This is an optimization exercise on Yosys and OpenROAD, whose aim is small area, a short achievable clock period and few clock cycles per item, not a production implementation.
Where RTL was checked, it was by simulation tests only, not by an equivalence proof against the original.

==> inputs of 04-27 <==
// srt4_divider
module srt4_divider (
    input  wire         clk,
    input  wire         rst,         
    input  wire         start,
    input  wire [95:0]  x,           
    input  wire [95:0]  y,           
    input  wire [6:0]   cmd,         
    output wire [7:0]   status,      
    output wire         done,
    output wire         err,
    output wire [95:0]  xn,
    output wire [6:0]   ex,
    output wire [95:0]  yn,
    output wire [6:0]   ey,
    output wire [95:0]  dapx,
    output wire [95:0]  q,
    output wire [95:0]  qs,
    output reg  [98:0]  digits,      
    output reg  [32:0]  defs         
);
Settings: LEC_CHECK=0, CAP_MARGIN=20, CORE_MARGIN=2, CORE_UTILIZATION=40, SLEW_MARGIN=20; clock period 10.0 ns.
run.sh (not shown) runs the stock make flow with config.mk's settings and CLKGATE_MAP_FILE= SYNTH_SCRIPT=/design/flow/synth_recipe.tcl, a recipe that flattens the netlist after the stock synthesis.
==> 10-16: changes against 04-27 <==
--- a/flow/design.v
+++ b/flow/design.v
@@ -84,35 +84,35 @@
     output wire [95:0]  dapx,
     output wire [95:0]  q,
     output wire [95:0]  qs,
     output reg  [98:0]  digits,      
     output reg  [32:0]  defs         
 );
     localparam integer K    = 2;             
     localparam integer GW   = 2 * K;         
+    localparam integer LGW  = 2;             
     localparam integer NGR  = 96 / GW;       
     localparam integer OFF  = 8;             
     localparam integer NMAX = 33;
     localparam [1:0] PH_IDLE = 2'd0, PH_RUN = 2'd1, PH_DONE = 2'd2, PH_ERR = 2'd3;
     localparam [2:0] EC_NONE = 3'd0, EC_TABLE = 3'd2, EC_DOMAIN = 3'd3, EC_PREC = 3'd4;
     reg [1:0]  phase;
     reg [2:0]  errcode;
     reg        defect_seen;
     reg [5:0]  nr;
     reg        moder;
     reg [5:0]  j;                
     reg [64:0] xn_r;             
     reg [63:0] yn_r;             
     reg [6:0]  ywn;              
     reg [4:0]  ex_r, ey_r;
     reg [67:0] rem, car;         
-    reg [66:0] q_r, qm_r;        
-    reg [95:0] qs_r, qsm_r;      
-    reg        first;            
+    reg [66:0] q_r;              
+    reg [95:0] qs_r;             
     assign status = {2'b00, errcode, defect_seen, phase};
     assign done   = (phase == PH_DONE);
     assign err    = (phase == PH_ERR);
     assign xn     = {31'd0, xn_r};
     assign yn     = {31'd0, 1'b1, yn_r};
     assign ex     = {2'd0, ex_r};
     assign ey     = {2'd0, ey_r};
     assign dapx   = {31'd0, 1'b1, yn_r[63:60], 60'd0};
@@ -198,65 +198,59 @@
             vld[u] = ({1'b0, j} + u) < {1'b0, nr};
             if (vld[u] && rev[u]) any_err = 1'b1;
             if (vld[u] && dfv[u]) any_def = 1'b1;
         end
         last = ({1'b0, j} + K) >= {1'b0, nr};
     end
     wire        z0   = ~(m1[0] | m2[0]);
     wire        n1   = neg[1] & vld[1];
-    wire        p1   = pos[1] & vld[1];
     wire        vneg = neg[0] | (z0 & n1);           
-    wire        vpos = pos[0] | (z0 & p1);           
-    wire        z1   = ~vld[1] | ~(m1[1] | m2[1]);
     wire [1:0]  d0m  = {m2[0] | (m1[0] & neg[0]), m1[0]};               
     wire [1:0]  d0d  = {(m1[0] & neg[0]) | z0, m2[0] | z0};             
     wire [1:0]  d1m  = {vld[1] & (m2[1] | (m1[1] & neg[1])), vld[1] & m1[1]};
-    wire [1:0]  d1d  = {(n1 & m1[1]) | z1, (vld[1] & m2[1]) | z1};     
     wire [GW-1:0] fq  = {n1 ? d0d : d0m, d1m};           
-    wire [GW-1:0] fqm = {(n1 | z1) ? d0d : d0m, d1d};    
     wire          aq  = ~run | ~vneg;                 
-    wire          aqm = run & vpos;                   
-    reg  [66:0]   q_n, qm_n, qmb;
+    wire [6:0]    pu  = 7'd66 - {j, 1'b0};            
+    reg  [66:0]   q_n, qmb, qor;
     integer p;
     always @(*) begin
         for (p = 0; p < 67; p = p + 1) begin
-            qmb[p] = first ? (p == 66) : qm_r[p];
-            if (run && p + 2*j + 2*K >= 66 && p + 2*j + 2*K < 66 + GW) begin
-                q_n[p]  = fq[p + 2*j + 2*K - 66];
-                qm_n[p] = fqm[p + 2*j + 2*K - 66];
-            end else begin
-                q_n[p]  = aq  ? q_r[p] : qmb[p];
-                qm_n[p] = aqm ? q_r[p] : qmb[p];
-            end
+            qor[p] = (p == 0) ? 1'b0 : (qor[p-1] | q_r[p-1]);
+            qmb[p] = q_r[p] ^ ((p >= pu) & ~qor[p]);
+            if (run && p + 2*j + 2*K >= 66 && p + 2*j + 2*K < 66 + GW)
+                q_n[p] = fq[p + 2*j + 2*K - 66];
+            else
+                q_n[p] = aq ? q_r[p] : qmb[p];
         end
     end
     wire [7:0]    ps  = 8'd66 - GW - {1'b0, j, 1'b0} + {3'd0, ex_r} - {3'd0, ey_r};
-    wire [$clog2(GW)-1:0] rr = ps[$clog2(GW)-1:0];
-    wire [5:0]    go  = ps[7:$clog2(GW)] + OFF;       
-    reg  [GW-1:0] rq, rqm;
-    reg  [95:0]   qs_n, qsm_n;
-    reg  [95:0]   qsmb;
+    wire [LGW-1:0] rr = ps[LGW-1:0];
+    wire [5:0]    go  = ps[7:LGW] + OFF;       
+    wire [7:0]    pus = ps + GW;                      
+    wire          ulo = pus[7];                       
+    wire [4:0]    sr  = ey_r - ex_r;                  
+    reg  [29:0]   qlm;
+    reg  [GW-1:0] rq;
+    reg  [95:0]   qs_n, qsmb, qsor;
     integer o, n;
     always @(*) begin
-        for (o = 0; o < GW; o = o + 1) begin
-            rq[o]  = fq[(o - rr + GW) % GW];
-            rqm[o] = fqm[(o - rr + GW) % GW];
-        end
+        for (o = 0; o < 30; o = o + 1)
+            qlm[o] = q_r[o] & (o < sr);
+        for (o = 0; o < GW; o = o + 1)
+            rq[o] = fq[(o - rr + GW) % GW];
         for (n = 0; n < NGR; n = n + 1)
             for (o = 0; o < GW; o = o + 1) begin
-                if (run && ((go == n + OFF && o >= rr) || (go == n + OFF - 1 && o < rr))) begin
-                    qs_n[GW*n + o]  = rq[o];
-                    qsm_n[GW*n + o] = rqm[o];
-                end else begin
-                    qsmb[GW*n + o] = first ? (go < n + OFF - 1 || (go == n + OFF - 1 && o >= rr))
-                                           : qsm_r[GW*n + o];
-                    qs_n[GW*n + o]  = aq  ? qs_r[GW*n + o] : qsmb[GW*n + o];
-                    qsm_n[GW*n + o] = aqm ? qs_r[GW*n + o] : qsmb[GW*n + o];
-                end
+                qsor[GW*n + o] = (GW*n + o == 0) ? 1'b0 : (qsor[GW*n + o - 1] | qs_r[GW*n + o - 1]);
+                qsmb[GW*n + o] = qs_r[GW*n + o] ^
+                                 ((ulo ? ~|qlm : ({1'b0, pus} <= GW*n + o)) & ~qsor[GW*n + o]);
+                if (run && ((go == n + OFF && o >= rr) || (go == n + OFF - 1 && o < rr)))
+                    qs_n[GW*n + o] = rq[o];
+                else
+                    qs_n[GW*n + o] = aq ? qs_r[GW*n + o] : qsmb[GW*n + o];
             end
     end
     always @(posedge clk) begin
         if (rst) begin
             phase       <= PH_IDLE;
             defect_seen <= 1'b0;
             errcode     <= EC_NONE;
         end else if (accept) begin
@@ -290,26 +284,22 @@
             ywn    <= ~ysh[63:57];
             ex_r   <= ex_in;
             ey_r   <= ey_in;
             rem    <= {3'd0, xsh[64:0]};
             car    <= 68'd0;
             j      <= 6'd0;
             q_r    <= 67'd0;
             qs_r   <= 96'd0;
-            first  <= 1'b1;
         end else begin
             rem   <= rs[K];
             car   <= cs[K];
             q_r   <= q_n;
-            qm_r  <= qm_n;
             qs_r  <= qs_n;
-            qsm_r <= qsm_n;
             if (run) begin
-                first <= 1'b0;
                 j  <= j + K;
                 for (u = 0; u < NMAX; u = u + 1)
                     if (u / K == j / K && vld[u % K]) begin
                         digits[3*u +: 3] <= {neg[u % K], neg[u % K] | m2[u % K], m1[u % K]};
                         defs[u]          <= dfv[u % K];
                     end
             end
         end
ABC_AREA = 1   (was default)
CORE_UTILIZATION = 50   (was 40)
SETUP_SLACK_MARGIN = 5   (was default)
==> 09-28: changes against 04-27 <==
--- a/flow/design.v
+++ b/flow/design.v
@@ -62,16 +62,40 @@
     wire z   = mode & out;
     assign neg  = le2 & ~z;
     assign pos  = ~le3 & ~z;
     assign m2   = (le1 | ~le4) & ~z;
     assign m1   = ((le2 & ~le1) | (le4 & ~le3)) & ~z;
     assign def  = z;
     assign rerr = ~mode & out;
 endmodule
+module srt4_preor #(parameter integer W = 8) (
+    input  wire [W-1:0] a,
+    output wire [W-1:0] y
+);
+    localparam integer NG = (W + 7) / 8;
+    wire [8*NG-1:0] ax = {{(8*NG-W){1'b0}}, a};
+    reg  [NG-1:0]   g, gp;       
+    reg  [8*NG-1:0] lp, yx;      
+    integer k, i;
+    always @(*) begin
+        for (k = 0; k < NG; k = k + 1) begin
+            g[k] = |ax[8*k +: 8];
+            lp[8*k] = 1'b0;
+            for (i = 1; i < 8; i = i + 1)
+                lp[8*k + i] = lp[8*k + i - 1] | ax[8*k + i - 1];
+        end
+        gp[0] = 1'b0;
+        for (k = 1; k < NG; k = k + 1)
+            gp[k] = gp[k-1] | g[k-1];
+        for (k = 0; k < 8*NG; k = k + 1)
+            yx[k] = gp[k / 8] | lp[k];
+    end
+    assign y = yx[W-1:0];
+endmodule
 module srt4_divider (
     input  wire         clk,
     input  wire         rst,         
     input  wire         start,
     input  wire [95:0]  x,           
     input  wire [95:0]  y,           
     input  wire [6:0]   cmd,         
     output wire [7:0]   status,      
@@ -84,35 +108,35 @@
     output wire [95:0]  dapx,
     output wire [95:0]  q,
     output wire [95:0]  qs,
     output reg  [98:0]  digits,      
     output reg  [32:0]  defs         
 );
     localparam integer K    = 2;             
     localparam integer GW   = 2 * K;         
+    localparam integer LGW  = 2;             
     localparam integer NGR  = 96 / GW;       
     localparam integer OFF  = 8;             
     localparam integer NMAX = 33;
     localparam [1:0] PH_IDLE = 2'd0, PH_RUN = 2'd1, PH_DONE = 2'd2, PH_ERR = 2'd3;
     localparam [2:0] EC_NONE = 3'd0, EC_TABLE = 3'd2, EC_DOMAIN = 3'd3, EC_PREC = 3'd4;
     reg [1:0]  phase;
     reg [2:0]  errcode;
     reg        defect_seen;
     reg [5:0]  nr;
     reg        moder;
     reg [5:0]  j;                
     reg [64:0] xn_r;             
     reg [63:0] yn_r;             
     reg [6:0]  ywn;              
     reg [4:0]  ex_r, ey_r;
     reg [67:0] rem, car;         
-    reg [66:0] q_r, qm_r;        
-    reg [95:0] qs_r, qsm_r;      
-    reg        first;            
+    reg [66:0] q_r;              
+    reg [95:0] qs_r;             
     assign status = {2'b00, errcode, defect_seen, phase};
     assign done   = (phase == PH_DONE);
     assign err    = (phase == PH_ERR);
     assign xn     = {31'd0, xn_r};
     assign yn     = {31'd0, 1'b1, yn_r};
     assign ex     = {2'd0, ex_r};
     assign ey     = {2'd0, ey_r};
     assign dapx   = {31'd0, 1'b1, yn_r[63:60], 60'd0};
@@ -166,31 +190,35 @@
                 wire [7:0] sc = r8 ^ k8 ^ qd;
                 wire [7:0] cc = (r8 & k8) | (r8 & qd) | (k8 & qd);
                 srt4_qsel u_qsel (
                     .a(sc[7:1]), .b(cc[6:0]), .t(thr), .mode(moder),
                     .neg(cn[c]), .pos(cp[c]), .m1(c1[c]), .m2(c2[c]),
                     .def(cd[c]), .rerr(ce[c])
                 );
             end
+            wire       ld = (t == K - 1) & accept;
             wire [4:0] oh = {m2[t-1] & pos[t-1], m1[t-1] & pos[t-1],
                              ~(m1[t-1] | m2[t-1]),
-                             m1[t-1] & neg[t-1], m2[t-1] & neg[t-1]};
+                             m1[t-1] & neg[t-1], m2[t-1] & neg[t-1]} & {5{~ld}};
             assign neg[t] = |(oh & cn);
             assign pos[t] = |(oh & cp);
             assign m1[t]  = |(oh & c1);
             assign m2[t]  = |(oh & c2);
             assign dfv[t] = |(oh & cd);
             assign rev[t] = |(oh & ce);
         end
+        wire        ld = (t == K - 1) & accept;
+        wire [67:0] ra = ld ? {5'd0, xsh[64:2]} : rs[t];
+        wire [67:0] ca = ld ? 68'd0 : cs[t];
         wire [67:0] qd = (({68{m1[t]}} & m1v) | ({68{m2[t]}} & m2v)) ^ {68{pos[t]}};
-        wire [67:0] sc = rs[t] ^ cs[t] ^ qd;
-        wire [67:0] cc = {(rs[t][66:0] & cs[t][66:0]) | (rs[t][66:0] & qd[66:0]) |
-                          (cs[t][66:0] & qd[66:0]), pos[t]};
-        assign rs[t+1] = {sc[65:0], 2'b00};
+        wire [67:0] sc = ra ^ ca ^ qd;
+        wire [67:0] cc = {(ra[66:0] & ca[66:0]) | (ra[66:0] & qd[66:0]) |
+                          (ca[66:0] & qd[66:0]), pos[t]};
+        assign rs[t+1] = {sc[65:0], ld ? xsh[1:0] : 2'b00};
         assign cs[t+1] = {cc[65:0], 2'b00};
     end endgenerate
     reg [K-1:0] vld;
     reg         any_err, any_def, last;
     integer u;
     always @(*) begin
         any_err = 1'b0;
         any_def = 1'b0;
@@ -198,65 +226,61 @@
             vld[u] = ({1'b0, j} + u) < {1'b0, nr};
             if (vld[u] && rev[u]) any_err = 1'b1;
             if (vld[u] && dfv[u]) any_def = 1'b1;
         end
         last = ({1'b0, j} + K) >= {1'b0, nr};
     end
     wire        z0   = ~(m1[0] | m2[0]);
     wire        n1   = neg[1] & vld[1];
-    wire        p1   = pos[1] & vld[1];
     wire        vneg = neg[0] | (z0 & n1);           
-    wire        vpos = pos[0] | (z0 & p1);           
-    wire        z1   = ~vld[1] | ~(m1[1] | m2[1]);
     wire [1:0]  d0m  = {m2[0] | (m1[0] & neg[0]), m1[0]};               
     wire [1:0]  d0d  = {(m1[0] & neg[0]) | z0, m2[0] | z0};             
     wire [1:0]  d1m  = {vld[1] & (m2[1] | (m1[1] & neg[1])), vld[1] & m1[1]};
-    wire [1:0]  d1d  = {(n1 & m1[1]) | z1, (vld[1] & m2[1]) | z1};     
     wire [GW-1:0] fq  = {n1 ? d0d : d0m, d1m};           
-    wire [GW-1:0] fqm = {(n1 | z1) ? d0d : d0m, d1d};    
     wire          aq  = ~run | ~vneg;                 
-    wire          aqm = run & vpos;                   
-    reg  [66:0]   q_n, qm_n, qmb;
+    wire [6:0]    pu  = 7'd66 - {j, 1'b0};            
+    reg  [66:0]   q_n, qmb;
+    wire [66:0]   qor;                                
+    srt4_preor #(.W(67)) u_qor (.a(q_r), .y(qor));
     integer p;
     always @(*) begin
         for (p = 0; p < 67; p = p + 1) begin
-            qmb[p] = first ? (p == 66) : qm_r[p];
-            if (run && p + 2*j + 2*K >= 66 && p + 2*j + 2*K < 66 + GW) begin
-                q_n[p]  = fq[p + 2*j + 2*K - 66];
-                qm_n[p] = fqm[p + 2*j + 2*K - 66];
-            end else begin
-                q_n[p]  = aq  ? q_r[p] : qmb[p];
-                qm_n[p] = aqm ? q_r[p] : qmb[p];
-            end
+            qmb[p] = q_r[p] ^ ((p >= pu) & ~qor[p]);
+            if (run && p + 2*j + 2*K >= 66 && p + 2*j + 2*K < 66 + GW)
+                q_n[p] = fq[p + 2*j + 2*K - 66];
+            else
+                q_n[p] = aq ? q_r[p] : qmb[p];
         end
     end
     wire [7:0]    ps  = 8'd66 - GW - {1'b0, j, 1'b0} + {3'd0, ex_r} - {3'd0, ey_r};
-    wire [$clog2(GW)-1:0] rr = ps[$clog2(GW)-1:0];
-    wire [5:0]    go  = ps[7:$clog2(GW)] + OFF;       
-    reg  [GW-1:0] rq, rqm;
-    reg  [95:0]   qs_n, qsm_n;
-    reg  [95:0]   qsmb;
+    wire [LGW-1:0] rr = ps[LGW-1:0];
+    wire [5:0]    go  = ps[7:LGW] + OFF;       
+    wire [7:0]    pus = ps + GW;                      
+    wire          ulo = pus[7];                       
+    wire [4:0]    sr  = ey_r - ex_r;                  
+    reg  [29:0]   qlm;
+    reg  [GW-1:0] rq;
+    reg  [95:0]   qs_n, qsmb;
+    wire [95:0]   qsor;                               
+    srt4_preor #(.W(96)) u_qsor (.a(qs_r), .y(qsor));
     integer o, n;
     always @(*) begin
-        for (o = 0; o < GW; o = o + 1) begin
-            rq[o]  = fq[(o - rr + GW) % GW];
-            rqm[o] = fqm[(o - rr + GW) % GW];
-        end
+        for (o = 0; o < 30; o = o + 1)
+            qlm[o] = q_r[o] & (o < sr);
+        for (o = 0; o < GW; o = o + 1)
+            rq[o] = fq[(o - rr + GW) % GW];
         for (n = 0; n < NGR; n = n + 1)
             for (o = 0; o < GW; o = o + 1) begin
-                if (run && ((go == n + OFF && o >= rr) || (go == n + OFF - 1 && o < rr))) begin
-                    qs_n[GW*n + o]  = rq[o];
-                    qsm_n[GW*n + o] = rqm[o];
-                end else begin
-                    qsmb[GW*n + o] = first ? (go < n + OFF - 1 || (go == n + OFF - 1 && o >= rr))
-                                           : qsm_r[GW*n + o];
-                    qs_n[GW*n + o]  = aq  ? qs_r[GW*n + o] : qsmb[GW*n + o];
-                    qsm_n[GW*n + o] = aqm ? qs_r[GW*n + o] : qsmb[GW*n + o];
-                end
+                qsmb[GW*n + o] = qs_r[GW*n + o] ^
+                                 ((ulo ? ~|qlm : ({1'b0, pus} <= GW*n + o)) & ~qsor[GW*n + o]);
+                if (run && ((go == n + OFF && o >= rr) || (go == n + OFF - 1 && o < rr)))
+                    qs_n[GW*n + o] = rq[o];
+                else
+                    qs_n[GW*n + o] = aq ? qs_r[GW*n + o] : qsmb[GW*n + o];
             end
     end
     always @(posedge clk) begin
         if (rst) begin
             phase       <= PH_IDLE;
             defect_seen <= 1'b0;
             errcode     <= EC_NONE;
         end else if (accept) begin
@@ -277,39 +301,35 @@
                 errcode <= EC_TABLE;
             end else begin
                 if (any_def) defect_seen <= 1'b1;
                 if (last) phase <= PH_DONE;
             end
         end
     end
     always @(posedge clk) begin
+        rem <= rs[K];
+        car <= cs[K];
+    end
+    always @(posedge clk) begin
         if (accept) begin
             nr     <= cmd[5:0];
             moder  <= cmd[6];
             xn_r   <= xsh[64:0];
             yn_r   <= ysh[63:0];
             ywn    <= ~ysh[63:57];
             ex_r   <= ex_in;
             ey_r   <= ey_in;
-            rem    <= {3'd0, xsh[64:0]};
-            car    <= 68'd0;
             j      <= 6'd0;
             q_r    <= 67'd0;
             qs_r   <= 96'd0;
-            first  <= 1'b1;
         end else begin
-            rem   <= rs[K];
-            car   <= cs[K];
             q_r   <= q_n;
-            qm_r  <= qm_n;
             qs_r  <= qs_n;
-            qsm_r <= qsm_n;
             if (run) begin
-                first <= 1'b0;
                 j  <= j + K;
                 for (u = 0; u < NMAX; u = u + 1)
                     if (u / K == j / K && vld[u % K]) begin
                         digits[3*u +: 3] <= {neg[u % K], neg[u % K] | m2[u % K], m1[u % K]};
                         defs[u]          <= dfv[u % K];
                     end
             end
         end
==> flow/flow/run.sh (new file) <==
#!/bin/bash
# The standard layout (standard.sh, all steps), with one change: the
# buffers that buffer_ports puts on every input and output port are
# sky130_fd_sc_hd__buf_1 cells instead of the cell buffer_ports picks by
# itself (clkdlybuf4s50_1, a delay cell of 10 um2). Every port still gets
# its own buffer; the resizer may upsize it like any other cell.
set -euo pipefail
export BUFFER_PORTS_ARGS="-buffer_cell sky130_fd_sc_hd__buf_1"
bash standard.sh > standard.log 2>&1
==> flow/standard.sh (new file) <==
#!/bin/bash
# synth_recipe.tcl (not shown) runs the flow's synth.tcl, then flattens the netlist and writes it again
# the make line also repeats each setting of config.mk as NAME=value (left out here)
make -C /OpenROAD-flow-scripts/flow DESIGN_CONFIG=/design/flow/config.mk WORK_HOME=/design/flow/orfs CLKGATE_MAP_FILE= SYNTH_SCRIPT=/design/flow/synth_recipe.tcl "${@:-finish}"
ABC_AREA = 1   (was default)
CORE_UTILIZATION = 50   (was 40)
SETUP_SLACK_MARGIN = 5   (was default)
TNS_END_PERCENT = 10   (was default)
removed: flow/run.sh
==> results.txt <==
item	09-28	04-27	10-16
Outcome	no timing/DRC/antenna violations	no timing/DRC/antenna violations	no timing/DRC/antenna violations
Final core utilization	62.1%	47.9%	71.9%
First-pass GRT wire length	347 mm	335 mm	325 mm
Flop and latch count out of synthesis	593	755	591
Tap cell count	1391	1903	1368
Clock-pin transition on the worst setup and hold timing paths	0.06 ns	0.06 ns	0.07 ns
Post-route design area	65500 µm²	68900 µm²	72900 µm²
Sum of buffers and inverters on the critical path	8	5	6
Area taken by multi-input logic gates	36500 µm²	35600 µm²	37500 µm²
Number of standard cells in the final layout excluding fillers	9927	8452	9466
Worst reg2reg path startpoint	ywn[2]$_DFFE_PP_	yn_r[60]$_DFFE_PP_	ywn[1]$_DFFE_PP_
Met2 routed wirelength	109 mm	108 mm	105 mm
Clock buf count	95	119	97
Via count of the first global-routing pass	54600	48900	51400
DIE HEIGHT	331 µm	385 µm	323 µm
Testbench counts of 10-16, summed over its fixed seeds: cycles 33,224, items 2,400.
Testbench counts of 09-28, summed over its fixed seeds: cycles 33,224, items 2,400.
The RTL of 04-27 was laid out without a check of its function.

==> port drivers added, routing unchanged <==
In the flow no input, the clock included, has a driving cell. The finished layouts below were timed again as built, in two steps.
Step 1, drivers: a clkbuf_16 drives clk and a buf_2 each remaining input, both assumed.
Step 2 times the ports against the registers' clock, not the clock port: input delays grow and output delays shrink by t, the midpoint of the rising clock arrivals with the driver on.
a / b / c = ideal / step 1 / step 2; a / b = the first two.
run | t, ns | setup WS [ns] | worst register clock-pin slew, ns
04-27 | 0.777 | 2.001 / 2.001 / 2.001 | 0.08 / 0.08
10-16 | 0.712 | 4.314 / 4.314 / 4.256 | 0.07 / 0.07
09-28 | 0.738 | 4.411 / 4.411 / 3.890 | 0.07 / 0.07
After both steps setup and hold are still met in every run listed. The setup slack of 09-28, which loses most, moves by 0.000 ns with the drivers and by -0.521 ns with both steps.
